This is an optimization exercise on Yosys and OpenROAD, whose aim is small area, not a production implementation.
Only simulation tests tie the RTL to the original design; equivalence was not proved.
Power is estimated from default activity; no workload was simulated.

File: flow/design.v
module gpu_htiming (
    input  wire       clk,
    input  wire       rst,
    output wire       sync_n,
    output wire       drawing,
    output wire       overflow,
    output reg        act,           
    output reg  [9:0] coord
);
    reg [7:0] hb;
    wire bp    = ~hb[7] & ~(hb[6] & (hb[5] | (hb[4] & hb[3])));    
    wire c_end = (coord == 10'd800);
    assign overflow = (hb == 8'd255);
    assign drawing  = (hb == 8'd87) | (act & ~c_end);
    assign sync_n   = ~hb[7];
    always @(posedge clk) begin
        if (rst) begin
            hb    <= 8'd128;
            act   <= 1'b0;
            coord <= 10'd0;
        end else begin
            if (!act) begin
                hb <= hb + 8'd1;
                if (hb == 8'd87) act <= 1'b1;
            end else if (c_end) begin
                act <= 1'b0;
            end
            if (hb == 8'd86)
                coord <= 10'd0;
            else if (act | bp)
                coord <= coord + 10'd1;
        end
    end
endmodule
module gpu_vtiming (
    input  wire       clk,
    input  wire       rst,
    input  wire       en,
    output wire       sync_n,
    output reg        drawing,
    output wire       overflow,
    output reg  [9:0] coord
);
    reg [4:0] vb;
    wire sync  = vb[4] & vb[3] & vb[2];
    wire c_end = (coord == 10'd599);
    assign sync_n   = ~sync;
    assign overflow = en & (vb == 5'd31);
    always @(posedge clk) begin
        if (rst) begin
            vb      <= 5'd28;
            drawing <= 1'b0;
            coord   <= 10'd0;
        end else if (en) begin
            if (!drawing) begin
                vb <= (vb == 5'd31) ? 5'd4 : vb + 5'd1;
                if (vb == 5'd26) drawing <= 1'b1;
            end else if (c_end) begin
                drawing <= 1'b0;
            end
            if (vb == 5'd26)
                coord <= 10'd0;
            else if (drawing | (vb < 5'd26))
                coord <= coord + 10'd1;
        end
    end
endmodule
module gpu_rasterizer (
    input  wire        clk,
    input  wire        rst,
    input  wire        start,
    input  wire [31:0] seg,
    output wire        write,
    output reg  [7:0]  x,
    output reg  [7:0]  y,
    output wire        last
);
    localparam [1:0] S_WAIT = 2'd0, S_UPDATE = 2'd1, S_UPDATE_NEXT = 2'd2, S_DRAW = 2'd3;
    reg [1:0] state;
    reg [9:0] err;
    wire draw = (state == S_DRAW);
    assign write = draw;
    wire [8:0] tx = {1'b0, seg[15:8]} + {1'b0, ~seg[31:24]};    
    wire [8:0] ty = {1'b0, seg[7:0]}  + {1'b0, ~seg[23:16]};
    wire [7:0] mx = tx[8] ? tx[7:0] : ~tx[7:0];
    wire [7:0] my = ty[8] ? ty[7:0] : ~ty[7:0];
    wire       sx = ~tx[8];
    wire       sy = ~ty[8];
    wire [10:0] e2  = {err, 1'b0};
    wire [10:0] c1s = e2 + {3'b000, my} + {10'd0, ~sy};
    wire [10:0] c2s = {3'b000, mx} + ~e2 + {9'd0, ~sx, sx};
    wire c1 = ~c1s[10];             
    wire c2 = ~c2s[10];             
    wire finish = (x == seg[15:8]) & (y == seg[7:0]);
    assign last = draw & finish;
    wire t1 = ~draw | c1;
    wire t2 = ~draw | c2;
    wire [9:0] opa = draw ? err : 10'd0;
    wire [9:0] opb = t1 ? {2'b11, ~my} : 10'd0;
    wire [9:0] opc = t2 ? {2'b00, mx} : 10'd0;
    wire [9:0] err_n = opa + opb + opc + {9'd0, t1 & sy} + {9'd0, t2 & ~sx};
    always @(posedge clk) begin
        if (rst) begin
            state <= S_WAIT;
        end else begin
            case (state)
                S_WAIT:        if (start) state <= S_UPDATE;
                S_UPDATE:      state <= S_UPDATE_NEXT;
                S_UPDATE_NEXT: state <= S_DRAW;
                default:       if (finish) state <= S_WAIT;
            endcase
        end
    end
    always @(posedge clk) begin
        if (state == S_WAIT) begin
            x <= seg[31:24];
            y <= seg[23:16];
        end
        if (state == S_UPDATE_NEXT || (draw && !finish))
            err <= err_n;
        if (draw && !finish && c1)
            x <= x + {{7{sx}}, 1'b1};
        if (draw && !finish && c2)
            y <= y + {{7{sy}}, 1'b1};
    end
endmodule
module gpu_lineset (
    input  wire        clk,
    input  wire        rst,
    input  wire        frame,
    input  wire        gate,
    input  wire        last,          
    input  wire        bounds_we,
    input  wire [13:0] bounds_start,
    input  wire [13:0] bounds_end,
    output wire        rd_req,
    output reg  [13:0] rd_index,
    output wire        ras_start
);
    localparam [2:0] LS_IDLE = 3'd0, LS_ARM = 3'd1, LS_READ = 3'd2,
                     LS_LATCH = 3'd3, LS_RUN = 3'd4, LS_DONE = 3'd5;
    reg [2:0]  state;
    reg [13:0] start_n, end_n;        
    wire [13:0] start_index = ~start_n;
    wire [13:0] end_index   = ~end_n;
    wire        arm = (state == LS_ARM);
    wire [14:0] nxt = arm ? {1'b0, start_index} : {1'b0, rd_index} + 15'd1;
    wire        le  = (nxt <= {1'b0, end_index});
    assign rd_req    = (state == LS_READ) & gate;
    assign ras_start = (state == LS_LATCH);
    always @(posedge clk) begin
        if (rst) begin
            state       <= LS_IDLE;
            start_n     <= 14'h3fff;   
            end_n       <= 14'h3fff;   
        end else begin
            if (bounds_we) begin
                start_n     <= ~bounds_start;
                end_n       <= ~bounds_end;
            end
            if (frame) begin
                state <= LS_ARM;
            end else begin
                case (state)
                    LS_ARM:   state <= le ? LS_READ : LS_IDLE;
                    LS_READ:  if (gate) state <= LS_LATCH;
                    LS_LATCH, LS_RUN: state <= last ? LS_DONE : LS_RUN;
                    LS_DONE:  state <= le ? LS_READ : LS_IDLE;
                    default: ;
                endcase
            end
        end
    end
    always @(posedge clk) begin
        if (arm || state == LS_DONE)
            rd_index <= nxt[13:0];
    end
endmodule
module gpu_decoder (
    input  wire        clk,
    input  wire        rst,
    input  wire        rx_valid,
    input  wire [7:0]  rx_data,
    input  wire        frame,
    output reg         wr_req,
    output reg  [13:0] idx,
    output reg  [31:0] seg,
    output wire        bounds_we,
    output wire [13:0] bs,
    output wire [13:0] be,
    output reg         tx_valid,
    output wire [7:0]  tx_data
);
    localparam [3:0] CMD = 4'd0, WR_IDX0 = 4'd1, WR_Y1 = 4'd6, VSYNC = 4'd8,
                     BOUNDS_S0 = 4'd9, BOUNDS_COMMIT = 4'd13;
    reg [3:0] state;
    reg       ack;
    assign bounds_we = (state == BOUNDS_COMMIT) & frame;
    assign tx_data   = {ack, ~ack, ack, ack, ack, ack, ~ack, ack};    
    assign bs        = idx;
    assign be        = {seg[21:16], seg[31:24]};
    always @(posedge clk) begin
        if (rst) begin
            state    <= CMD;
            wr_req   <= 1'b0;
            tx_valid <= 1'b0;
        end else begin
            wr_req   <= 1'b0;
            tx_valid <= 1'b0;
            case (state)
                BOUNDS_COMMIT, VSYNC: begin
                    if (frame) begin
                        tx_valid <= 1'b1;
                        ack      <= 1'b1;
                        state    <= CMD;
                    end
                end
                default: begin
                    if (rx_valid) begin
                        case (state)
                            CMD: begin
                                case (rx_data)
                                    8'h00: begin tx_valid <= 1'b1; ack <= 1'b0; end
                                    8'h01:   state <= WR_IDX0;
                                    8'h02:   state <= BOUNDS_S0;
                                    8'h03:   state <= VSYNC;
                                    default: ;
                                endcase
                            end
                            WR_Y1: begin
                                wr_req   <= 1'b1;
                                tx_valid <= 1'b1;
                                ack      <= 1'b1;
                                state    <= CMD;
                            end
                            default: state <= state + 4'd1;
                        endcase
                    end
                end
            endcase
        end
    end
    always @(posedge clk) begin
        if (rx_valid) begin
            case (state)
                4'd1, 4'd9:  idx[7:0]   <= rx_data;
                4'd2, 4'd10: idx[13:8]  <= rx_data[5:0];
                4'd3, 4'd11: seg[31:24] <= rx_data;
                4'd4, 4'd12: seg[23:16] <= rx_data;
                4'd5:        seg[15:8]  <= rx_data;
                4'd6:        seg[7:0]   <= rx_data;
                default: ;
            endcase
        end
    end
endmodule
module gpu_arbiter (
    input  wire        clk,
    input  wire        rst,
    input  wire        wr_req,
    input  wire [13:0] wr_index,
    input  wire        rd_req,
    input  wire [13:0] rd_index,
    output wire        seg_re,
    output wire        seg_we,
    output wire [13:0] seg_addr
);
    reg       pend_valid;
    reg [7:0] pend_lo;
    always @(posedge clk) begin
        if (rst)
            pend_valid <= 1'b0;
        else if (wr_req)
            pend_valid <= 1'b1;
        else if (!rd_req)
            pend_valid <= 1'b0;
    end
    always @(posedge clk) begin
        if (wr_req)
            pend_lo <= wr_index[7:0];
    end
    assign seg_re   = rd_req & ~rst;
    assign seg_we   = ~rd_req & pend_valid & ~rst;
    assign seg_addr = rd_req ? rd_index : {wr_index[13:8], pend_lo};
endmodule
module gpu_fbread (
    input  wire [9:0]  x,
    input  wire [9:0]  y,
    input  wire        de,
    input  wire [2:0]  rdata,
    output wire [7:0]  cx,
    output wire [7:0]  cy,
    output reg  [11:0] rgb
);
    wire [9:0] cx_full = x / 10'd5;
    wire [9:0] cy_full = y / 10'd5;
    assign cx = cx_full[7:0];
    assign cy = cy_full[7:0];
    wire r_a = de & rdata[2];                                 
    wire g_a = de & rdata[1] & (rdata[0] | ~rdata[2]);        
    wire g_5 = de & rdata[2] & rdata[1];                      
    wire b_a = de & rdata[0];                                 
    wire all = de & rdata[2] & rdata[1] & rdata[0];           
    always @(*) rgb = {r_a, all, r_a, all, g_a, g_5, g_a, g_5, b_a, all, b_a, all};
endmodule
module gpu_core (
    input  wire        clk,
    input  wire        rst,           
    input  wire        rx_valid,
    input  wire [7:0]  rx_data,
    output wire        tx_valid,
    output wire [7:0]  tx_data,
    input  wire        fill_req,
    output wire [11:0] rgb,
    output wire        hsync,
    output wire        vsync,
    output wire        de,
    output wire [9:0]  x,
    output wire [9:0]  y,
    output wire        frame,
    output wire        line,
    output wire        valid_data,
    output wire        in_bounds,
    output wire        seg_re,
    output wire        seg_we,
    output wire [13:0] seg_addr,
    output wire [31:0] seg_wdata,
    input  wire [31:0] seg_rdata,
    output wire        fb_rd_bank,
    output wire [7:0]  fb_rd_cx,
    output wire [7:0]  fb_rd_cy,
    input  wire [2:0]  fb_rdata,
    output wire        fb_we,
    output wire        fb_wr_bank,
    output wire [7:0]  fb_wr_cx,
    output wire [7:0]  fb_wr_cy,
    output wire [2:0]  fb_wdata
);
    wire h_sync_n, h_drawing, h_overflow, h_act;
    wire v_sync_n, v_drawing, v_overflow;
    gpu_htiming u_h (
        .clk(clk), .rst(rst),
        .sync_n(h_sync_n), .drawing(h_drawing), .overflow(h_overflow), .act(h_act), .coord(x)
    );
    gpu_vtiming u_v (
        .clk(clk), .rst(rst), .en(h_overflow),
        .sync_n(v_sync_n), .drawing(v_drawing), .overflow(v_overflow), .coord(y)
    );
    assign line       = h_overflow;
    assign frame      = v_overflow;
    assign valid_data = h_drawing & v_drawing;
    assign in_bounds  = h_drawing;
    assign hsync      = h_sync_n;
    assign vsync      = v_sync_n;
    reg selected;
    wire de_q = h_act & v_drawing;
    always @(posedge clk) begin
        if (rst) begin
            selected <= 1'b0;
        end else begin
            if (v_overflow)
                selected <= ~selected;
        end
    end
    wire [7:0] rd_cx, rd_cy;
    gpu_fbread u_fb (
        .x(x), .y(y), .de(de_q), .rdata(fb_rdata),
        .cx(rd_cx), .cy(rd_cy), .rgb(rgb)
    );
    assign fb_rd_bank = ~selected;
    assign fb_rd_cx   = rd_cx;
    assign fb_rd_cy   = rd_cy;
    assign de         = de_q;
    wire        ras_write, ras_last;
    wire [7:0]  ras_x, ras_y;
    wire        ls_rd_req, ls_ras_start;
    wire [13:0] ls_rd_index;
    wire        dec_wr_req, dec_bounds_we;
    wire [13:0] dec_idx, dec_bs, dec_be;
    wire [31:0] dec_seg;
    gpu_rasterizer u_ras (
        .clk(clk), .rst(rst), .start(ls_ras_start), .seg(seg_rdata),
        .write(ras_write), .x(ras_x), .y(ras_y), .last(ras_last)
    );
    gpu_lineset u_ls (
        .clk(clk), .rst(rst), .frame(v_overflow), .gate(v_sync_n), .last(ras_last),
        .bounds_we(dec_bounds_we), .bounds_start(dec_bs), .bounds_end(dec_be),
        .rd_req(ls_rd_req), .rd_index(ls_rd_index), .ras_start(ls_ras_start)
    );
    gpu_decoder u_dec (
        .clk(clk), .rst(rst), .rx_valid(rx_valid), .rx_data(rx_data), .frame(v_overflow),
        .wr_req(dec_wr_req), .idx(dec_idx), .seg(dec_seg),
        .bounds_we(dec_bounds_we), .bs(dec_bs), .be(dec_be),
        .tx_valid(tx_valid), .tx_data(tx_data)
    );
    gpu_arbiter u_arb (
        .clk(clk), .rst(rst), .wr_req(dec_wr_req), .wr_index(dec_idx),
        .rd_req(ls_rd_req), .rd_index(ls_rd_index),
        .seg_re(seg_re), .seg_we(seg_we), .seg_addr(seg_addr)
    );
    assign seg_wdata = dec_seg;
    assign fb_we      = (ras_write | fill_req) & ~rst;
    assign fb_wr_bank = selected;
    assign fb_wr_cx   = ras_write ? ras_x : rd_cx;
    assign fb_wr_cy   = ras_write ? ras_y : rd_cy;
    assign fb_wdata   = {3{ras_write}};
endmodule
File: flow/flow/run.sh
#!/bin/bash
# The standard layout (standard.sh) with these changes, each tool's output in its own log:
#  - synthesis maps the logic with the area-oriented ABC script in flow/abc_area.script,
#  - without ORFS's hard adder cells (ADDER_MAP_FILE empty), so ABC optimises adders too;
#    registers are mapped exactly as in the standard synthesis,
#  - the port buffers are the smallest buffer, sky130_fd_sc_hd__buf_1,
#  - timing-driven global placement does not keep its trial repairs (GPL_KEEP_OVERFLOW 0);
#    the resizer step after placement still repairs every slew and capacitance violation,
#  - clock tree synthesis uses clkbuf_8, clusters up to 20 sinks within 60 um and adds no
#    dummy loads.
set -u
rm -rf myscripts
cp -r "$FLOW_HOME/scripts" myscripts
cp flow/abc_area.script myscripts/abc_area.script
export BUFFER_PORTS_ARGS="-buffer_cell sky130_fd_sc_hd__buf_1"
export GPL_KEEP_OVERFLOW=0
export CTS_ARGS="-sink_clustering_enable -repair_clock_nets -sink_clustering_size 20 -sink_clustering_max_diameter 60 -buf_list sky130_fd_sc_hd__clkbuf_8 -dont_use_dummy_load"
bash standard.sh SCRIPTS_DIR="$PWD/myscripts" ADDER_MAP_FILE= finish > standard.log 2>&1
File: flow/flow/abc_area.script
strash
&get -n
&deepsyn -T 60
&put
dch -f
amap
topo
File: flow/standard.sh
#!/bin/bash
# synth_recipe.tcl (not shown) runs the flow's synth.tcl, then flattens the netlist and writes it again
# the make line also repeats each setting of config.mk as NAME=value (left out here)
make -C /OpenROAD-flow-scripts/flow DESIGN_CONFIG=/design/flow/config.mk WORK_HOME=/design/flow/orfs CLKGATE_MAP_FILE= SYNTH_SCRIPT=/design/flow/synth_recipe.tcl "${@:-finish}"
File: flow/config.mk
export PLATFORM = sky130hd
export DESIGN_NAME = gpu_core
export DESIGN_NICKNAME = gpu_core
export VERILOG_FILES = /design/flow/design.v
export SDC_FILE = /design/flow/constraint.sdc
export NUM_CORES = 4
export LEC_CHECK = 0
export ABC_AREA = 1
export CAP_MARGIN = 0
export CORE_MARGIN = 2
export CORE_UTILIZATION = 60
export PLACE_DENSITY = 0.75
export SLEW_MARGIN = 0
File: flow/constraint.sdc
create_clock -name core_clock -period 10.0 [get_ports {clk}]
set_input_delay 2.0000 -clock core_clock [delete_from_list [all_inputs] [get_ports {clk}]]
set_output_delay 2.0000 -clock core_clock [all_outputs]
set_load 0.01 [all_outputs]
==> summary.md, run 1 <==
| Metric | Value |
|---|---|
| Final GP Congestion | `approximately 0.90` |
| Syn Nets | `1172` |
| Number of synthesized register bits | `171` |
| Crit path top cell by count | `nor2_1` |
| Largest stage delay on the critical path | `between 200 and 300 ps` |
| Worst Max-Slew Pin Slew | `1280 ps` |
| DP Wirelength | `17.9 mm` |
| Die width | `128 um` |
| Run status | `no timing/DRC/antenna violations` |
| Total wire length | `24.3 mm` |
| Setup bufs post-CTS | `0` |
| Synth Cell Area | `9240 um^2` |
| CORE AREA | `15100 um^2` |
| CTS tree | `yes` |
| Max-Cap Viols | `0` |
| Clock Latency Late Sink | `460 ps` |
| PD cells | `roughly 130 nW/um^2` |
| Crit end category | `register` |
| # fillers | `1301` |
| First-pass detailed-route iteration total | `5` |
| Tot GR Track Use | `between 20 and 30%` |
| Delay-heaviest family, CP | `compound AO/OA/AOI/OAI gates` |
| Via count | `approximately 9k` |
| F_max | `112 MHz` |
| Iter 0 DRT Violations | `roughly 800` |
| Initial antenna violation count | `0` |
| Count of cell types in the netlist | `44` |
| P_leak | `3.39 nW` |
| Clock Pin Slew Worst Setup and Hold Paths | `80 ps` |
| Max IR drop VDD | `0.0000805 V` |
| # port buffers | `180` |
| DR WL/cell | `16.3 um` |
| Placed Cells | `approximately 1.5k` |
| Ports | `approximately 180` |
| Final Hold Fails | `0` |
| Largest net degree at the start of global routing | `41` |
| Hold crit path type | `reg -> reg` |
| Post-synthesis sequential area ratio | `47.3%` |
| Grt total ovfl | `0` |
| Clock sinks | `approximately 170` |
| Final period util | `88.9%` |
| Via density per instance | `about 6` |
| Synthesis Warnings | `8` |
| Initial Utilization | `61.0%` |
| CTS hold repair buffers | `0` |
| Post-synth EDFFs | `95` |
| Worst path slowest cell | `nor2b_1` |
| Finished Layout Cells | `1488` |
| Clock Tree Root | `clkbuf_8` |
| Fin Clk Skew | `29.6 ps` |
| # H-tree levels | `4` |
| N_diodes | `0` |
| Worst-path maximum fanout | `15` |
| DR DRC count | `0` |
| Synth top area share | `30.9%` |
| CP Buf/Inv Count | `5` |
| Area of the die | `16400 um^2` |
| Worst setup SP type | `input port` |
| Avg Cell Area, Syn | `8.21 um^2` |
| Top FF cell, synth | `edfxtp_1` |
| WP data arrival | `9140 ps` |
| Post-synthesis cell count | `approximately 1.1k` |
| CTS buffer count | `17` |
| Dominant cell type by area after synthesis | `edfxtp_1` |
| Number of setup violations in the final report | `0` |
| Die H | `128 um` |
| Setup TNS | `0 ps` |
| Post-CTS Resized | `0` |
| First-pass GRT wire length | `38.6 mm` |
| Crit path time final | `8890 ps` |
| Req. time, crit path | `10250 ps` |
| Slew HR | `about 14%` |
| Final-stage net count | `around 1.3k` |
| Max-slew violations | `0` |
| Top post-synthesis cells by area | `edfxtp_1, dfxtp_1, nor2_1` |
| Layout cells sized above 1 | `1.92%` |
| FFs w/ async S/R, synth | `0%` |
| Final ANT Viol Nets | `0` |
| Row count | `45` |
| Vias in the first global route | `7834` |
| Critical path class | `in -> reg` |
| Buffer depth of the longest clock path | `2` |
| Syn-to-layout area delta | `11.1%` |
| Min Hold Slack | `445 ps` |
routing by layer:
metal  up-vias  share of wire [%]  global-route usage (%)
li1       4434                  -                       -
met2       341                 44                    45.9
met3        38                6.9                    4.76
met1      4039                 47                    43.5
met4         0                1.7                    8.40
met5         -                  0                       0
power by group:
part | internal [mW] | switching [mW] | leakage [nW]
clock network | 0.150 | 0.212 | 0.122
logic | 0.0719 | 0.135 | 1.77
registers | 0.752 | 0.00577 | 1.49
total | 0.974 | 0.352 | 3.39
worst register-to-register path, delay by kind of cell, from the launching register on:
kind,cells,cell delay [ps]
AO/OA/AOI/OAI,17,2620
AND/OR/NAND/NOR,6,1960
buffers and inverters,3,1130
flip-flops,1,340
area by class of cell:
| cell class | count | area, um^2 | area share (%) |
|---|---|---|---|
| clock buffers | 17 | 234 | 2.28 |
| inverters | 144 | 541 | 5.27 |
| multi-input cells | 787 | 4200 | 40.9 |
| flip-flops and latches | 171 | 4370 | 42.6 |
| well taps | 188 | 235 | 2.29 |
| repair buffers | 181 | 683 | 6.66 |
cells in the mapped netlist (all sizes together) (2+ instances only):
cell type  instances
nand3             10
nand4              4
nor4               4
o221a              2
o32ai             14
clkinv           144
or2                7
a32oi              2
and2               4
o2111a             3
dfxtp             76
a21o               2
o22ai             36
o311ai             2
nor2b             18
a21oi            100
o22a              21
o31ai              4
a221oi             9
and3              12
buf               23
o221ai            31
o211ai             2
a211oi            18
a21boi             3
nor3              25
a22oi             11
a31oi              8
o21ai             77
o21a              18
or3                3
nor2             221
edfxtp            95
nand2            107
kinds of logic (layout without fill, tap and decap cells):
logic type | Yosys count | count (layout) | share of synthesized area [%]
simple gates | 417 | 417 | 18.9
compound gates | 369 | 369 | 26.0
flops | 171 | 171 | 47.3
buf+inv | 167 | 342 | 7.68
xor+xnor | 1 | 1 | 0.0948
registers in the layout, summed over array words and instances, names as in the netlist, 2 cells and up:
signal	count
u_dec.seg	32
u_dec.idx	14
u_ls.end_n	14
u_ls.rd_index	14
u_ls.start_n	14
u_h.coord	10
u_ras.err	10
u_v.coord	10
u_arb.pend_lo	8
u_h.hb	8
u_ras.x	8
u_ras.y	8
u_v.vb	5
u_dec.state	4
u_ls.state	3
u_ras.state	2
placed cells by master, fill, tap and decap left out, types with 7 or more instances in the layout:
cell type	Yosys	final
buf_1	1	180
nand2_1	107	107
o22ai_1	36	36
clkinv_1	144	144
and3_1	12	12
dfxtp_1	76	76
o221ai_1	31	31
clkbuf_8	0	17
o32ai_1	14	14
nand3_1	10	10
a21oi_1	100	100
nor2_1	221	219
a22oi_1	11	10
a31oi_1	8	8
nor2b_1	18	17
a211oi_1	18	18
nor3_1	25	25
a221oi_1	9	9
o22a_1	21	21
o21a_1	18	18
or2_0	7	7
o21ai_0	77	73
edfxtp_1	95	95
final timing paths:
check / startpoint / endpoint / slack (ps) / depth (start not counted)
max: seg_rdata[9] / u_ras.err[9]$_DFFE_PP_ / 1110 / 52
max reg2reg: u_ls.state[0]$_SDFFE_PP0P_ / u_ls.state[1]$_SDFFE_PP0P_ / 3900 / 26
min reg2reg: u_dec.idx[5]$_DFFE_PP_ / u_arb.pend_lo[5]$_DFFE_PP_ / 440 / 0
min: u_dec.idx[5]$_DFFE_PP_ / u_arb.pend_lo[5]$_DFFE_PP_ / 440 / 0
metrics by stage:
| step | setup slack (ps) | total power [mW] | cell area, um^2 | utilization (%) |
|---|---|---|---|---|
| 6_report | 1110 | 1.33 | 10300 | 67.8 |
| 5_1_grt | -8.32 | 1.39 | 10300 | 67.8 |
| 4_1_cts | 37.4 | 1.32 | 10200 | 67.5 |
| 3_5_place_dp | -394 | 0.974 | 9990 | 66.0 |
| 3_3_place_gp | -307 | 0.969 | 9980 | 65.9 |
| 2_1_floorplan | 1210 | 0.922 | 9240 | - |
==> inputs of run 2 (changes only) <==
--- a/flow/design.v
+++ b/flow/design.v
@@ -67,19 +67,15 @@
 endmodule
 module gpu_rasterizer (
     input  wire        clk,
-    input  wire        rst,
-    input  wire        start,
+    input  wire        load,          
+    input  wire        update_next,
+    input  wire        draw,
     input  wire [31:0] seg,
-    output wire        write,
     output reg  [7:0]  x,
     output reg  [7:0]  y,
-    output wire        last
+    output wire        finish
 );
-    localparam [1:0] S_WAIT = 2'd0, S_UPDATE = 2'd1, S_UPDATE_NEXT = 2'd2, S_DRAW = 2'd3;
-    reg [1:0] state;
     reg [9:0] err;
-    wire draw = (state == S_DRAW);
-    assign write = draw;
     wire [8:0] tx = {1'b0, seg[15:8]} + {1'b0, ~seg[31:24]};    
     wire [8:0] ty = {1'b0, seg[7:0]}  + {1'b0, ~seg[23:16]};
     wire [7:0] mx = tx[8] ? tx[7:0] : ~tx[7:0];
@@ -91,8 +87,7 @@
     wire [10:0] c2s = {3'b000, mx} + ~e2 + {9'd0, ~sx, sx};
     wire c1 = ~c1s[10];             
     wire c2 = ~c2s[10];             
-    wire finish = (x == seg[15:8]) & (y == seg[7:0]);
-    assign last = draw & finish;
+    assign finish = (x == seg[15:8]) & (y == seg[7:0]);
     wire t1 = ~draw | c1;
     wire t2 = ~draw | c2;
     wire [9:0] opa = draw ? err : 10'd0;
@@ -100,23 +95,11 @@
     wire [9:0] opc = t2 ? {2'b00, mx} : 10'd0;
     wire [9:0] err_n = opa + opb + opc + {9'd0, t1 & sy} + {9'd0, t2 & ~sx};
     always @(posedge clk) begin
-        if (rst) begin
-            state <= S_WAIT;
-        end else begin
-            case (state)
-                S_WAIT:        if (start) state <= S_UPDATE;
-                S_UPDATE:      state <= S_UPDATE_NEXT;
-                S_UPDATE_NEXT: state <= S_DRAW;
-                default:       if (finish) state <= S_WAIT;
-            endcase
-        end
-    end
-    always @(posedge clk) begin
-        if (state == S_WAIT) begin
+        if (load) begin
             x <= seg[31:24];
             y <= seg[23:16];
         end
-        if (state == S_UPDATE_NEXT || (draw && !finish))
+        if (update_next || (draw && !finish))
             err <= err_n;
         if (draw && !finish && c1)
             x <= x + {{7{sx}}, 1'b1};
@@ -129,16 +112,19 @@
     input  wire        rst,
     input  wire        frame,
     input  wire        gate,
-    input  wire        last,          
+    input  wire        finish,        
     input  wire        bounds_we,
     input  wire [13:0] bounds_start,
     input  wire [13:0] bounds_end,
     output wire        rd_req,
     output reg  [13:0] rd_index,
-    output wire        ras_start
+    output wire        ras_busy,      
+    output wire        ras_update_next,
+    output wire        ras_draw
 );
     localparam [2:0] LS_IDLE = 3'd0, LS_ARM = 3'd1, LS_READ = 3'd2,
-                     LS_LATCH = 3'd3, LS_RUN = 3'd4, LS_DONE = 3'd5;
+                     LS_LATCH = 3'd3, LS_UPDATE = 3'd4, LS_UPDATE_NEXT = 3'd5,
+                     LS_DRAW = 3'd6, LS_DONE = 3'd7;
     reg [2:0]  state;
     reg [13:0] start_n, end_n;        
     wire [13:0] start_index = ~start_n;
@@ -146,8 +132,10 @@
     wire        arm = (state == LS_ARM);
     wire [14:0] nxt = arm ? {1'b0, start_index} : {1'b0, rd_index} + 15'd1;
     wire        le  = (nxt <= {1'b0, end_index});
-    assign rd_req    = (state == LS_READ) & gate;
-    assign ras_start = (state == LS_LATCH);
+    assign rd_req          = (state == LS_READ) & gate;
+    assign ras_busy        = state[2] & ~(state[1] & state[0]);
+    assign ras_update_next = (state == LS_UPDATE_NEXT);
+    assign ras_draw        = (state == LS_DRAW);
     always @(posedge clk) begin
         if (rst) begin
             state       <= LS_IDLE;
@@ -164,8 +152,11 @@
                 case (state)
                     LS_ARM:   state <= le ? LS_READ : LS_IDLE;
                     LS_READ:  if (gate) state <= LS_LATCH;
-                    LS_LATCH, LS_RUN: state <= last ? LS_DONE : LS_RUN;
-                    LS_DONE:  state <= le ? LS_READ : LS_IDLE;
+                    LS_LATCH:       state <= LS_UPDATE;
+                    LS_UPDATE:      state <= LS_UPDATE_NEXT;
+                    LS_UPDATE_NEXT: state <= LS_DRAW;
+                    LS_DRAW:        if (finish) state <= LS_DONE;
+                    LS_DONE:        state <= le ? LS_READ : LS_IDLE;
                     default: ;
                 endcase
             end
@@ -371,21 +362,22 @@
     assign fb_rd_cx   = rd_cx;
     assign fb_rd_cy   = rd_cy;
     assign de         = de_q;
-    wire        ras_write, ras_last;
+    wire        ras_write, ras_finish, ras_update_next, ras_busy;
     wire [7:0]  ras_x, ras_y;
-    wire        ls_rd_req, ls_ras_start;
+    wire        ls_rd_req;
     wire [13:0] ls_rd_index;
     wire        dec_wr_req, dec_bounds_we;
     wire [13:0] dec_idx, dec_bs, dec_be;
     wire [31:0] dec_seg;
     gpu_rasterizer u_ras (
-        .clk(clk), .rst(rst), .start(ls_ras_start), .seg(seg_rdata),
-        .write(ras_write), .x(ras_x), .y(ras_y), .last(ras_last)
+        .clk(clk), .load(~ras_busy), .update_next(ras_update_next),
+        .draw(ras_write), .seg(seg_rdata), .x(ras_x), .y(ras_y), .finish(ras_finish)
     );
     gpu_lineset u_ls (
-        .clk(clk), .rst(rst), .frame(v_overflow), .gate(v_sync_n), .last(ras_last),
+        .clk(clk), .rst(rst), .frame(v_overflow), .gate(v_sync_n), .finish(ras_finish),
         .bounds_we(dec_bounds_we), .bounds_start(dec_bs), .bounds_end(dec_be),
-        .rd_req(ls_rd_req), .rd_index(ls_rd_index), .ras_start(ls_ras_start)
+        .rd_req(ls_rd_req), .rd_index(ls_rd_index),
+        .ras_update_next(ras_update_next), .ras_draw(ras_write), .ras_busy(ras_busy)
     );
     gpu_decoder u_dec (
         .clk(clk), .rst(rst), .rx_valid(rx_valid), .rx_data(rx_data), .frame(v_overflow),
==> run 2 against run 1 <==
- non-clock buffer count is 10 higher
- critical path depth is 13 higher
- via count is 1.1% higher
- maximum frequency is 3.2% lower
- combinational power is 14% higher
- clock skew is 10 ps higher
- register-to-register slack better by 270 ps
- die area is 0.19% lower
- global-route usage is 0.052 points lower
- critical endpoint unchanged
- sequential share of layout area is 1.2 points lower
- sequential cell count is 2 lower
- synthesized cell count is 0.36% higher
==> summary.md, run 2 <==
| Metric | Value |
|---|---|
| Min Hold Slack | `466 ps` |
| Syn Nets | `1176` |
| Die H | `128 um` |
| PD cells | `128 nW/um^2` |
| Hold crit path type | `reg -> reg` |
| Largest register by flop count | `u_dec.seg` |
| First-pass GRT wire length | `38.3 mm` |
| DP Wirelength | `18.5 mm` |
| Hold Startpoint | `u_dec.idx[0]$_DFFE_PP_` |
| Worst Max-Slew Pin Slew | `1350 ps` |
| Final period util | `91.8%` |
| Max-slew violations | `0` |
| Placed inst area | `10000 um^2` |
| Post-synthesis sequential area ratio | `a little under half` |
| P_leak | `3.60 nW` |
| Slew HR | `9.10%` |
| Max FFs per register | `32` |
| DR WL/cell | `16.3 um` |
| Post-synthesis cell count | `1129` |
| Synthesis Warnings | `8` |
| Commonest non-fill, non-tap cell in the layout | `nor2_1` |
| Final GP Congestion | `0.942` |
| Area of the die | `16400 um^2` |
| M1 WL | `around 11 mm` |
| Worst path slowest cell | `o31ai_2` |
| Post-synth EDFFs | `95` |
| Most frequent cells after synthesis | `nor2_1, clkinv_1, nand2_1, a21oi_1, edfxtp_1` |
| Buffer depth of the longest clock path | `2` |
| Clock sinks | `between 150 and 200` |
| Routed wl met3 | `between 1.5 and 2 mm` |
| N_diodes | `0` |
| DR DRC count | `0` |
| Synth top area share | `30.9%` |
| Top post-synthesis cells by area | `edfxtp_1, dfxtp_1, nor2_1` |
| Critical path class | `in -> reg` |
| F_max | `109 MHz` |
| Final Hold Fails | `0` |
| Highest Signal Layer | `met4` |
| Finished Layout Cells | `approximately 1.5k` |
| First-pass detailed-route iteration total | `5` |
| WP data arrival | `9360 ps` |
| Top FF cell, synth | `edfxtp_1` |
| FFs w/ async S/R, synth | `0%` |
| Number of synthesized register bits | `169` |
| Placed Cells | `1476` |
| Initial antenna violation count | `0` |
| R2R cell count | `30` |
| Final ANT Viol Nets | `0` |
| R2r startpoint | `u_ls.state[2]$_SDFFE_PP0P_` |
| Clock Pin Slew Worst Setup and Hold Paths | `70 ps` |
| Die width | `~130 um` |
| Synth Cell Area | `9220 um^2` |
| # H-tree levels | `4` |
| Initial Utilization | `61.1%` |
| WHS Path Cells | `0` |
| Crit path time final | `around 9000 ps` |
| Row count | `45` |
| Final-stage net count | `1363` |
| Max-Cap Viols | `0` |
| Max IR drop VDD | `0.000119 V` |
| Total wire length | `24.5 mm` |
| Count of cell types in the netlist | `between 40 and 50` |
| Layout cells sized above 1 | `5.18%` |
| Run status | `no timing/DRC/antenna violations` |
| Largest net degree at the start of global routing | `39` |
| Final Cell Area | `10500 um^2` |
| Crit end category | `register` |
| Worst-path maximum fanout | `13` |
| CTS tree | `yes` |
| CTS buffer count | `17` |
| Clock Tree Root | `clkbuf_8` |
| Iter 0 DRT Violations | `847` |
| Fin Clk Skew | `40.0 ps` |
| # fillers | `1286` |
| Via count | `8953` |
| Ports | `~180` |
| Via density per instance | `5.96` |
| Tot GR Track Use | `~30%` |
| Commonest cells after routing, fill and taps aside | `nor2_1, buf_1, clkinv_1` |
| # port buffers | `180` |
| Pwr Total | `1.34 mW` |
| CP Launch Point | `seg_rdata[9]` |
| Count leader, synth | `nor2_1` |
| Avg Cell Area, Syn | `8.17 um^2` |
| Met2 WL | `10.9 mm` |
| Worst setup SP type | `input port` |
| Req. time, crit path | `10180 ps` |
| Grt total ovfl | `0` |
| Syn-to-layout area delta | `13.6%` |
| Vias in the first global route | `just under 8k` |
| CORE AREA | `roughly 15000 um^2` |
| CTS hold repair buffers | `0` |
| Final core occ | `69.4%` |
| Clock Latency Late Sink | `about 460 ps` |
| Dominant cell type by area after synthesis | `edfxtp_1` |
| Largest stage delay on the critical path | `330 ps` |
| Number of setup violations in the final report | `0` |
[run 2: cell types whose count changed in the layout (fill, tap and decap cells not counted), sizes merged, moves of 7 or more]
| cell | delta |
|---|---|
| and3 | +7 |
| nor2b | -7 |
| o22ai | +10 |
| o21a | -10 |
| buf | +9 |
| clkinv | +8 |
| nand2 | -10 |
| o21ai | +16 |
[run 2: what timing repair did]
item                       in CTS  in global routing
cloned                          0                  0
gates resized for setup        12                 47
pin swaps                       0                 10
setup endpoints to repair       5                  5
setup buffers                   0                  9
[run 2: path summary, 6_finish.rpt]
path / to / slack [ps]
setup / recovery: u_ras.err[9]$_DFFE_PP_ / 820
hold / removal: u_arb.pend_lo[0]$_DFFE_PP_ / 470
setup reg to reg: u_ras.err[9]$_DFFE_PP_ / 4170
hold reg to reg: u_arb.pend_lo[0]$_DFFE_PP_ / 470
[run 2: area by class of cell]
cell class                 instances  area (um^2)  share of cell area, %
clock buffer                      17          234                   2.23
inverter                         156          593                   5.66
multi-input combinational        781         4300                   41.0
sequential                       169         4330                   41.4
tap                              188          235                   2.25
timing repair buffer             191          783                   7.48
[run 2: routing by layer]
metal	GRT usage (%)	vias up
met5	0	-
met4	8.73	0
met3	5.38	33
met2	45.5	363
met1	43.2	4112
li1	-	4445
[run 2: metrics by stage]
stage | setup slack [ps] | setup TNS (ps)
floorplan | 151 | 0
global placement | -1040 | -3730
detailed placement | -1360 | -5280
CTS | 37.3 | 0
global route | -96.3 | -201
finish | 819 | 0
[run 2: power by group]
part           total (mW)  switching [mW]  internal (mW)
registers           0.748         0.00585          0.742
logic               0.237           0.152         0.0846
clock network       0.360           0.210          0.150
[run 2: cells by family after synthesis]
| group | count (synthesis) | synth area share [%] |
|---|---|---|
| compound gates | 378 | 26.4 |
| xor+xnor | 1 | 0.0950 |
| buf+inv | 179 | 8.18 |
| flops | 169 | 47.0 |
| simple gates | 402 | 18.3 |
[run 2: critical path, delay by kind of cell]
family	cells	cell delay, ps
AO/OA/AOI/OAI	31	3690
AND/OR/NAND/NOR	24	2560
buffers and inverters	10	1070
==> inputs of run 3 (changes only) <==
--- a/flow/design.v
+++ b/flow/design.v
@@ -173,61 +173,48 @@
     input  wire        rx_valid,
     input  wire [7:0]  rx_data,
     input  wire        frame,
-    output reg         wr_req,
+    output wire        wr_req,
     output reg  [13:0] idx,
     output reg  [31:0] seg,
     output wire        bounds_we,
     output wire [13:0] bs,
     output wire [13:0] be,
-    output reg         tx_valid,
+    output wire        tx_valid,
     output wire [7:0]  tx_data
 );
-    localparam [3:0] CMD = 4'd0, WR_IDX0 = 4'd1, WR_Y1 = 4'd6, VSYNC = 4'd8,
-                     BOUNDS_S0 = 4'd9, BOUNDS_COMMIT = 4'd13;
+    localparam [3:0] CMD = 4'd0, WR_IDX0 = 4'd1, WR_Y1 = 4'd6, WR_ACK = 4'd7,
+                     VSYNC = 4'd8, BOUNDS_S0 = 4'd9, BOUNDS_COMMIT = 4'd13,
+                     ACK = 4'd14;
     reg [3:0] state;
-    reg       ack;
+    reg       ping;
     assign bounds_we = (state == BOUNDS_COMMIT) & frame;
-    assign tx_data   = {ack, ~ack, ack, ack, ack, ack, ~ack, ack};    
+    assign wr_req    = (state == WR_ACK);
+    assign tx_valid  = ping | wr_req | (state == ACK);
+    assign tx_data   = {~ping, ping, ~ping, ~ping, ~ping, ~ping, ping, ~ping};    
     assign bs        = idx;
     assign be        = {seg[21:16], seg[31:24]};
     always @(posedge clk) begin
         if (rst) begin
-            state    <= CMD;
-            wr_req   <= 1'b0;
-            tx_valid <= 1'b0;
+            state <= CMD;
+            ping  <= 1'b0;
         end else begin
-            wr_req   <= 1'b0;
-            tx_valid <= 1'b0;
+            ping <= 1'b0;
             case (state)
-                BOUNDS_COMMIT, VSYNC: begin
-                    if (frame) begin
-                        tx_valid <= 1'b1;
-                        ack      <= 1'b1;
-                        state    <= CMD;
-                    end
-                end
-                default: begin
+                BOUNDS_COMMIT, VSYNC: if (frame) state <= ACK;
+                CMD, WR_ACK, ACK: begin
+                    state <= CMD;
                     if (rx_valid) begin
-                        case (state)
-                            CMD: begin
-                                case (rx_data)
-                                    8'h00: begin tx_valid <= 1'b1; ack <= 1'b0; end
-                                    8'h01:   state <= WR_IDX0;
-                                    8'h02:   state <= BOUNDS_S0;
-                                    8'h03:   state <= VSYNC;
-                                    default: ;
-                                endcase
-                            end
-                            WR_Y1: begin
-                                wr_req   <= 1'b1;
-                                tx_valid <= 1'b1;
-                                ack      <= 1'b1;
-                                state    <= CMD;
-                            end
-                            default: state <= state + 4'd1;
+                        case (rx_data)
+                            8'h00:   ping  <= 1'b1;
+                            8'h01:   state <= WR_IDX0;
+                            8'h02:   state <= BOUNDS_S0;
+                            8'h03:   state <= VSYNC;
+                            default: ;
                         endcase
                     end
                 end
+                WR_Y1:   if (rx_valid) state <= WR_ACK;
+                default: if (rx_valid) state <= state + 4'd1;
             endcase
         end
     end
==> run 3 against run 2 <==
- largest power group unchanged
- synthesized cell count grew 0.18%
- total power is 2.9% higher
- non-clock buffer count decreased by 6
- largest cell class unchanged
- clock power up 3%
- critical endpoint is now u_ras.err[8]$_DFFE_PP_
- cell count is 0.20% lower
- utilization decreased by 1.5 points
- maximum frequency is 4.1% higher
==> summary.md, run 3 <==
| Metric | Value |
|---|---|
| Run status | `no timing/DRC/antenna violations` |
| P_leak | `3.34 nW` |
| PD cells | `~140 nW/um^2` |
| Worst-path maximum fanout | `16` |
| Met2 usage | `47.0%` |
| Largest register by flop count | `u_dec.seg` |
| FFs w/ async S/R, synth | `0%` |
| Vias in the first global route | `roughly 7.9k` |
| DR DRC count | `0` |
| Slew HR | `6.44%` |
| Logic pwr share | `between 10% and 20%` |
| R2r startpoint | `u_ls.state[2]$_SDFFE_PP0P_` |
| Iter 0 DRT Violations | `just under 800` |
| Worst Max-Slew Pin Slew | `~1400 ps` |
| Row count | `45` |
| Global routing met1 resource utilization | `a little over two fifths` |
| Worst path slowest cell | `o21ai_2` |
| Clock network fraction of total power | `a little over a quarter` |
| Max-slew violations | `0` |
| # port buffers | `180` |
| WHS Path Cells | `1` |
| Reg2reg setup slack | `4800 ps` |
| CORE AREA | `15000 um^2` |
| Count of cell types in the netlist | `45` |
| Commonest cells after routing, fill and taps aside | `nor2_1, buf_1, nand2_1` |
| Req. time, crit path | `a little over 10000 ps` |
| Layout cells sized above 1 | `2.36%` |
| Synth Cell Area | `9090 um^2` |
| Ports | `181` |
| DP Wirelength | `18.8 mm` |
| Avg Cell Area, Syn | `8.04 um^2` |
| R2R cell count | `20` |
| Post-synth EDFFs | `94` |
| Initial antenna violation count | `0` |
| Worst setup SP type | `input port` |
| R2r endpoint | `u_ras.err[8]$_DFFE_PP_` |
| Dominant cell type by area after synthesis | `edfxtp_1` |
| Via count | `9003` |
| Crit end category | `register` |
| Final GP Congestion | `~1` |
| # H-tree levels | `4` |
| Largest net degree at the start of global routing | `25` |
| Clock sinks | `167` |
| Post-CTS Resized | `1` |
| Final period util | `88.2%` |
| Post-synthesis sequential area ratio | `between 40% and 50%` |
| First-pass detailed-route iteration total | `5` |
| Via density per instance | `6.01` |
| Initial Utilization | `60.5%` |
| Finished Layout Cells | `1499` |
| Placed Cells | `1481` |
| Final Hold Fails | `0` |
| Worst hold endpoint | `u_ls.start_n[3]$_SDFFE_PP1P_` |
| Max FFs per register | `32` |
| CTS buffer count | `17` |
| Tot GR Track Use | `30.2%` |
| Die H | `about 130 um` |
| Hold crit path type | `reg -> reg` |
| CTS hold repair buffers | `0` |
| F_max | `113 MHz` |
| Number of setup violations in the final report | `0` |
| Busiest grt layer | `met2` |
| Internal power | `0.983 mW` |
| Clock Latency Late Sink | `~470 ps` |
| Total wire length | `24.7 mm` |
| Crit path time final | `8820 ps` |
| Number of synthesized register bits | `167` |
| Fin Clk Skew | `~37 ps` |
| DR WL/cell | `16.5 um` |
| Die width | `between 100 and 150 um` |
| N_diodes | `0` |
| Setup bufs post-CTS | `0` |
| Synth top area share | `31.0%` |
| CTS tree | `yes` |
| Synthesis Warnings | `8` |
| Count leader, synth | `nor2_1` |
| # fillers | `1305` |
| Critical path class | `in -> reg` |
| Top FF cell, synth | `edfxtp_1` |
| Clock Tree Root | `clkbuf_8` |
| Area of the die | `16200 um^2` |
| First-pass GRT wire length | `about 38 mm` |
| Largest stage delay on the critical path | `470 ps` |
| Final ANT Viol Nets | `0` |
| Hold Startpoint | `u_dec.idx[3]$_DFFE_PP_` |
| Net Sw Frac | `29.0%` |
| P_sw | `0.401 mW` |
| Final-stage net count | `~1.4k` |
| Clock Pin Slew Worst Setup and Hold Paths | `90 ps` |
| Max-Cap Viols | `0` |
| RSZ-0062 raised after global routing | `no` |
| Syn-to-layout area delta | `12.3%` |
| Max IR drop VDD | `0.0000888 V` |
| Grt total ovfl | `0` |
| Post-synthesis cell count | `1131` |
| Top post-synthesis cells by area | `edfxtp_1, dfxtp_1, nor2_1` |
| WP data arrival | `9000 ps` |
| Most frequent cells after synthesis | `nor2_1, clkinv_1, nand2_1, a21oi_1, o21ai_0` |
| Commonest non-fill, non-tap cell in the layout | `nor2_1` |
| Setup TNS | `0 ps` |
| Met3 Use GR | `4.15%` |
| Share of power burned in registers | `a little under three fifths` |
| Crit path top cell by count | `nor2_1` |
| Buffer depth of the longest clock path | `2` |
| Syn Nets | `1178` |
==> run 3: per-layer routing <==
layer,vias up,wire length [um]
li1,4472,-
met2,399,11000
met1,4059,11000
met4,0,900
met5,-,0
met3,73,1790
==> run 3: worst max-delay path: cells and delay by family <==
family,cells,cell delay [ps]
buf+inv,4,840
compound gates,21,3680
simple gates,18,2440
==> run 3: final cells by class <==
| type | count | area (um^2) | share of cell area, % |
|---|---|---|---|
| inverters | 124 | 473 | 4.63 |
| flip-flops and latches | 167 | 4280 | 41.9 |
| multi-input cells | 818 | 4210 | 41.2 |
| well taps | 188 | 235 | 2.30 |
| repair buffers | 185 | 777 | 7.61 |
| clock buffers | 17 | 234 | 2.29 |
==> run 3: how the worst max path moves through the flow <==
stage	startpoint	endpoint
floorplan	seg_rdata[8]	u_ras.err[8]$_DFFE_PP_
global placement	seg_rdata[8]	u_ras.err[8]$_DFFE_PP_
detailed placement	seg_rdata[8]	u_ras.err[8]$_DFFE_PP_
CTS	seg_rdata[8]	u_ras.err[8]$_DFFE_PP_
global route	seg_rdata[8]	u_ras.err[8]$_DFFE_PP_
finish	seg_rdata[0]	u_ras.err[8]$_DFFE_PP_
==> run 3: metrics by stage <==
stage	setup slack [ps]	power, mW	hold WS, ps	utilization (%)	area (um^2)
after detailed placement	-483	1.02	436	66.2	9950
after floorplan	1170	0.952	420	-	9090
final	1180	1.38	401	67.9	10200
after global placement	31.4	1.01	431	65.5	9840
after CTS	512	1.38	406	67.7	10200
after global routing	162	1.44	428	67.9	10200
==> run 3: logic make-up after synthesis <==
group	share of synthesized area (%)
DFF	47.1
buffers and inverters	6.93
and+or+nand+nor	20.4
AOI/OAI and AO/OA	25.5
==> run 3: power by group through the flow <==
stage	clock [mW]	combinational, mW	sequential, mW
floorplan	0	0.169	0.782
global placement	0	0.229	0.784
detailed placement	0	0.235	0.784
CTS	0.371	0.237	0.769
global route	0.394	0.273	0.772
finish	0.371	0.243	0.770
==> inputs of run 4 (changes only) <==
--- a/flow/design.v
+++ b/flow/design.v
@@ -4,10 +4,11 @@
     output wire       sync_n,
     output wire       drawing,
     output wire       overflow,
-    output reg        act,           
+    output wire       act,           
     output reg  [9:0] coord
 );
     reg [7:0] hb;
+    assign act = (hb == 8'd88) & (coord <= 10'd800);
     wire bp    = ~hb[7] & ~(hb[6] & (hb[5] | (hb[4] & hb[3])));    
     wire c_end = (coord == 10'd800);
     assign overflow = (hb == 8'd255);
@@ -16,15 +17,10 @@
     always @(posedge clk) begin
         if (rst) begin
             hb    <= 8'd128;
-            act   <= 1'b0;
             coord <= 10'd0;
         end else begin
-            if (!act) begin
+            if (!act)
                 hb <= hb + 8'd1;
-                if (hb == 8'd87) act <= 1'b1;
-            end else if (c_end) begin
-                act <= 1'b0;
-            end
             if (hb == 8'd86)
                 coord <= 10'd0;
             else if (act | bp)
@@ -37,27 +33,22 @@
     input  wire       rst,
     input  wire       en,
     output wire       sync_n,
-    output reg        drawing,
+    output wire       drawing,
     output wire       overflow,
     output reg  [9:0] coord
 );
     reg [4:0] vb;
     wire sync  = vb[4] & vb[3] & vb[2];
-    wire c_end = (coord == 10'd599);
+    assign drawing = (vb == 5'd27) & (coord != 10'd600);
     assign sync_n   = ~sync;
     assign overflow = en & (vb == 5'd31);
     always @(posedge clk) begin
         if (rst) begin
             vb      <= 5'd28;
-            drawing <= 1'b0;
             coord   <= 10'd0;
         end else if (en) begin
-            if (!drawing) begin
+            if (!drawing)
                 vb <= (vb == 5'd31) ? 5'd4 : vb + 5'd1;
-                if (vb == 5'd26) drawing <= 1'b1;
-            end else if (c_end) begin
-                drawing <= 1'b0;
-            end
             if (vb == 5'd26)
                 coord <= 10'd0;
             else if (drawing | (vb < 5'd26))
==> run 4 against run 3 <==
- still clean
- maximum frequency up 3.0%
- global-route usage down 0.13 points
- clock power down 5.7%
- via count down 0.83%
- area after synthesis down 0.26%
- critical endpoint unchanged
- largest power group unchanged
==> summary.md, run 4 <==
| Metric | Value |
|---|---|
| DR DRC count | `0` |
| Register area | `4240 um^2` |
| Buffer depth of the longest clock path | `2` |
| Reg2reg setup slack | `5140 ps` |
| Final ANT Viol Nets | `0` |
| Iter 0 DRT Violations | `around 840` |
| Clock Tree Root | `clkbuf_8` |
| Synthesis Warnings | `8` |
| CTS tree | `yes` |
| Worst-path maximum fanout | `13` |
| First-pass detailed-route iteration total | `5` |
| CORE AREA | `approximately 15000 um^2` |
| F_max | `117 MHz` |
| Row count | `44` |
| Synth top area share | `between 30% and 40%` |
| N_diodes | `0` |
| Most frequent cells after synthesis | `nor2_1, clkinv_1, nand2_1, a21oi_1, o21ai_0` |
| R2r endpoint | `u_ras.err[8]$_DFFE_PP_` |
| Final core occ | `69.2%` |
| Total wire length | `24.4 mm` |
| Vias in the first global route | `7837` |
| Fin Clk Skew | `26.3 ps` |
| Crit end category | `register` |
| Number of setup violations in the final report | `0` |
| WP data arrival | `approximately 8900 ps` |
| Dominant cell type by area after synthesis | `edfxtp_1` |
| Placed inst area | `roughly 9900 um^2` |
| Final period util | `85.6%` |
| # fillers | `about 1.3k` |
| Grt total ovfl | `0` |
| Setup bufs post-CTS | `0` |
| DR WL/cell | `16.1 um` |
| Area of the die | `~16000 um^2` |
| Synth Cell Area | `9070 um^2` |
| PD cells | `127 nW/um^2` |
| Run status | `no timing/DRC/antenna violations` |
| Final-stage net count | `1382` |
| Avg Cell Area, Syn | `7.85 um^2` |
| Post-synth EDFFs | `94` |
| Via density per instance | `5.89` |
| Max FFs per register | `32` |
| Final Hold Fails | `0` |
| Area of the multi-input gates | `roughly 4200 um^2` |
| Post-synthesis sequential area ratio | `46.8%` |
| Placed Cells | `~1.5k` |
| WHS Path Cells | `1` |
| CP Launch Point | `seg_rdata[8]` |
| Slew HR | `between 10% and 20%` |
| Count leader, synth | `nor2_1` |
| Commonest non-fill, non-tap cell in the layout | `nor2_1` |
| Post-CTS Resized | `0` |
| Number of synthesized register bits | `around 170` |
| Max-slew violations | `0` |
| Final GP Congestion | `0.960` |
| Layout cells sized above 1 | `2.03%` |
| CTS hold repair buffers | `0` |
| Final worst slack | `1440 ps` |
| Tot GR Track Use | `30.0%` |
| Die width | `127 um` |
| # H-tree levels | `4` |
| RSZ-0062 raised after global routing | `no` |
| Hold crit path type | `reg -> reg` |
| Clock sinks | `165` |
| Worst path slowest cell | `o21ai_2` |
| Die H | `127 um` |
| P_leak | `3.36 nW` |
| Syn-to-layout area delta | `11.7%` |
| Pwr Total | `1.29 mW` |
| FFs w/ async S/R, synth | `0%` |
| Worst hold endpoint | `u_ls.end_n[6]$_SDFFE_PP1P_` |
| Commonest cells after routing, fill and taps aside | `nor2_1, buf_1, clkinv_1` |
| Ports | `181` |
| Dpl ws | `501 ps` |
| Largest net degree at the start of global routing | `33` |
| Setup TNS | `0 ps` |
| Count of cell types in the netlist | `38` |
| Top FF cell, synth | `edfxtp_1` |
| R2r startpoint | `u_ls.state[2]$_SDFFE_PP0P_` |
| Worst Max-Slew Pin Slew | `1220 ps` |
| # port buffers | `180` |
| Hold Startpoint | `u_dec.seg[30]$_DFFE_PP_` |
| Syn Nets | `1202` |
| Clock Pin Slew Worst Setup and Hold Paths | `80 ps` |
| Clock Latency Late Sink | `450 ps` |
| Finished Layout Cells | `1517` |
| Initial Utilization | `61.9%` |
| R2R cell count | `22` |
| Crit path time final | `approximately 8600 ps` |
| First-pass GRT wire length | `~38 mm` |
| Post-synthesis cell count | `1155` |
| Crit path top cell by count | `o21ai_0` |
| Min Hold Slack | `about 450 ps` |
| Req. time, crit path | `10300 ps` |
| Max IR drop VDD | `0.000122 V` |
| CTS buffer count | `17` |
| Max-Cap Viols | `0` |
| Largest stage delay on the critical path | `390 ps` |
| Final Cell Area | `10100 um^2` |
| DP Wirelength | `19.3 mm` |
| Initial antenna violation count | `0` |
| Largest register by flop count | `u_dec.seg` |
| Top post-synthesis cells by area | `edfxtp_1, dfxtp_1, nor2_1` |
| Via count | `between 8k and 9k` |
| Critical path class | `in -> reg` |
| Worst setup SP type | `input port` |
## run 4: cell count changes in the layout (fill, tap and decap cells not counted), sizes merged, moves of 4 or more
cell / previous run / this run
a211oi: 15 / 20
a21oi: 110 / 116
a221oi: 5 / 9
a222oi: 7 / 1
clkinv: 122 / 129
nor2: 219 / 259
nor2b: 10 / 6
nor4: 12 / 6
o21a: 5 / 10
o22ai: 50 / 35
or2: 14 / 7
## run 4: critical path, delay by kind of cell
family,cells,cell delay [ps]
AO/OA/AOI/OAI,21,3230
AND/OR/NAND/NOR,22,2780
buffers and inverters,4,850
## run 4: cells by family after synthesis
logic type,synth area share (%)
DFF,46.8
buffers and inverters,7.16
and+or+nand+nor,21.2
AOI/OAI and AO/OA,24.9
## run 4: worst max-delay path by stage
stage	to	slack [ps]	cells past startpoint
global route	u_ras.err[8]$_DFFE_PP_	130	47
floorplan	u_ras.err[8]$_DFFE_PP_	1780	45
global placement	u_ras.err[8]$_DFFE_PP_	780	47
CTS	u_ras.err[8]$_DFFE_PP_	940	47
detailed placement	u_ras.err[8]$_DFFE_PP_	500	46
finish	u_ras.err[8]$_DFFE_PP_	1440	47
## run 4: cell type report
| cell class | instances | area share (%) |
|---|---|---|
| flip-flops and latches | 165 | 41.9 |
| multi-input cells | 839 | 41.6 |
| repair buffers | 183 | 7.16 |
| inverters | 129 | 4.78 |
| clock buffers | 17 | 2.31 |
| well taps | 184 | 2.27 |
## run 4: where the power goes
part	leakage [nW]	switching, mW	internal, mW
sequential	1.45	0.00995	0.732
clock	0.122	0.200	0.150
combinational	1.79	0.130	0.0645
## run 4: metal layers
metal	vias up	part of all wire [%]	GRT usage, %	routed length (um)
li1	4493	-	-	-
met1	4024	44	39.7	10600
met2	378	47	50.2	11400
met3	33	8.1	6.96	1970
met4	0	1.6	7.95	391
met5	-	0	0	0

==> port drivers added, routing unchanged <==
No port has a modelled driver above. Below, the same layouts with a new extraction and two added sets of constraints.
Step 1, drivers: a clkbuf_16 drives clk and a buf_2 each remaining input, both assumed.
Step 2 adds t to the input delays and takes it off the output delays; t is the mean of the earliest and latest rising clock arrival at the registers after step 1. Input paths then give back, and output paths get back, about the clock's delay inside the block.
Three values: ideal, step 1, step 2; two values: the first two.
run | t (ns) | slack for setup (ns) | hold slack, ns | cell pins on the clock port's net
run 1 | 0.488 | 1.110 / 1.121 / 0.632 | 0.445 / 0.445 / 0.445 | 1
run 2 | 0.482 | 0.819 / 0.838 / 0.356 | 0.466 / 0.466 / 0.466 | 1
run 3 | 0.489 | 1.183 / 1.171 / 0.682 | 0.401 / 0.401 / 0.401 | 1
run 4 | 0.477 | 1.443 / 1.457 / 0.980 | 0.447 / 0.447 / 0.447 | 1
After both steps every run listed still meets setup and hold. The setup slack of run 3, which loses most, moves by -0.012 ns with the drivers and by -0.501 ns with both steps.
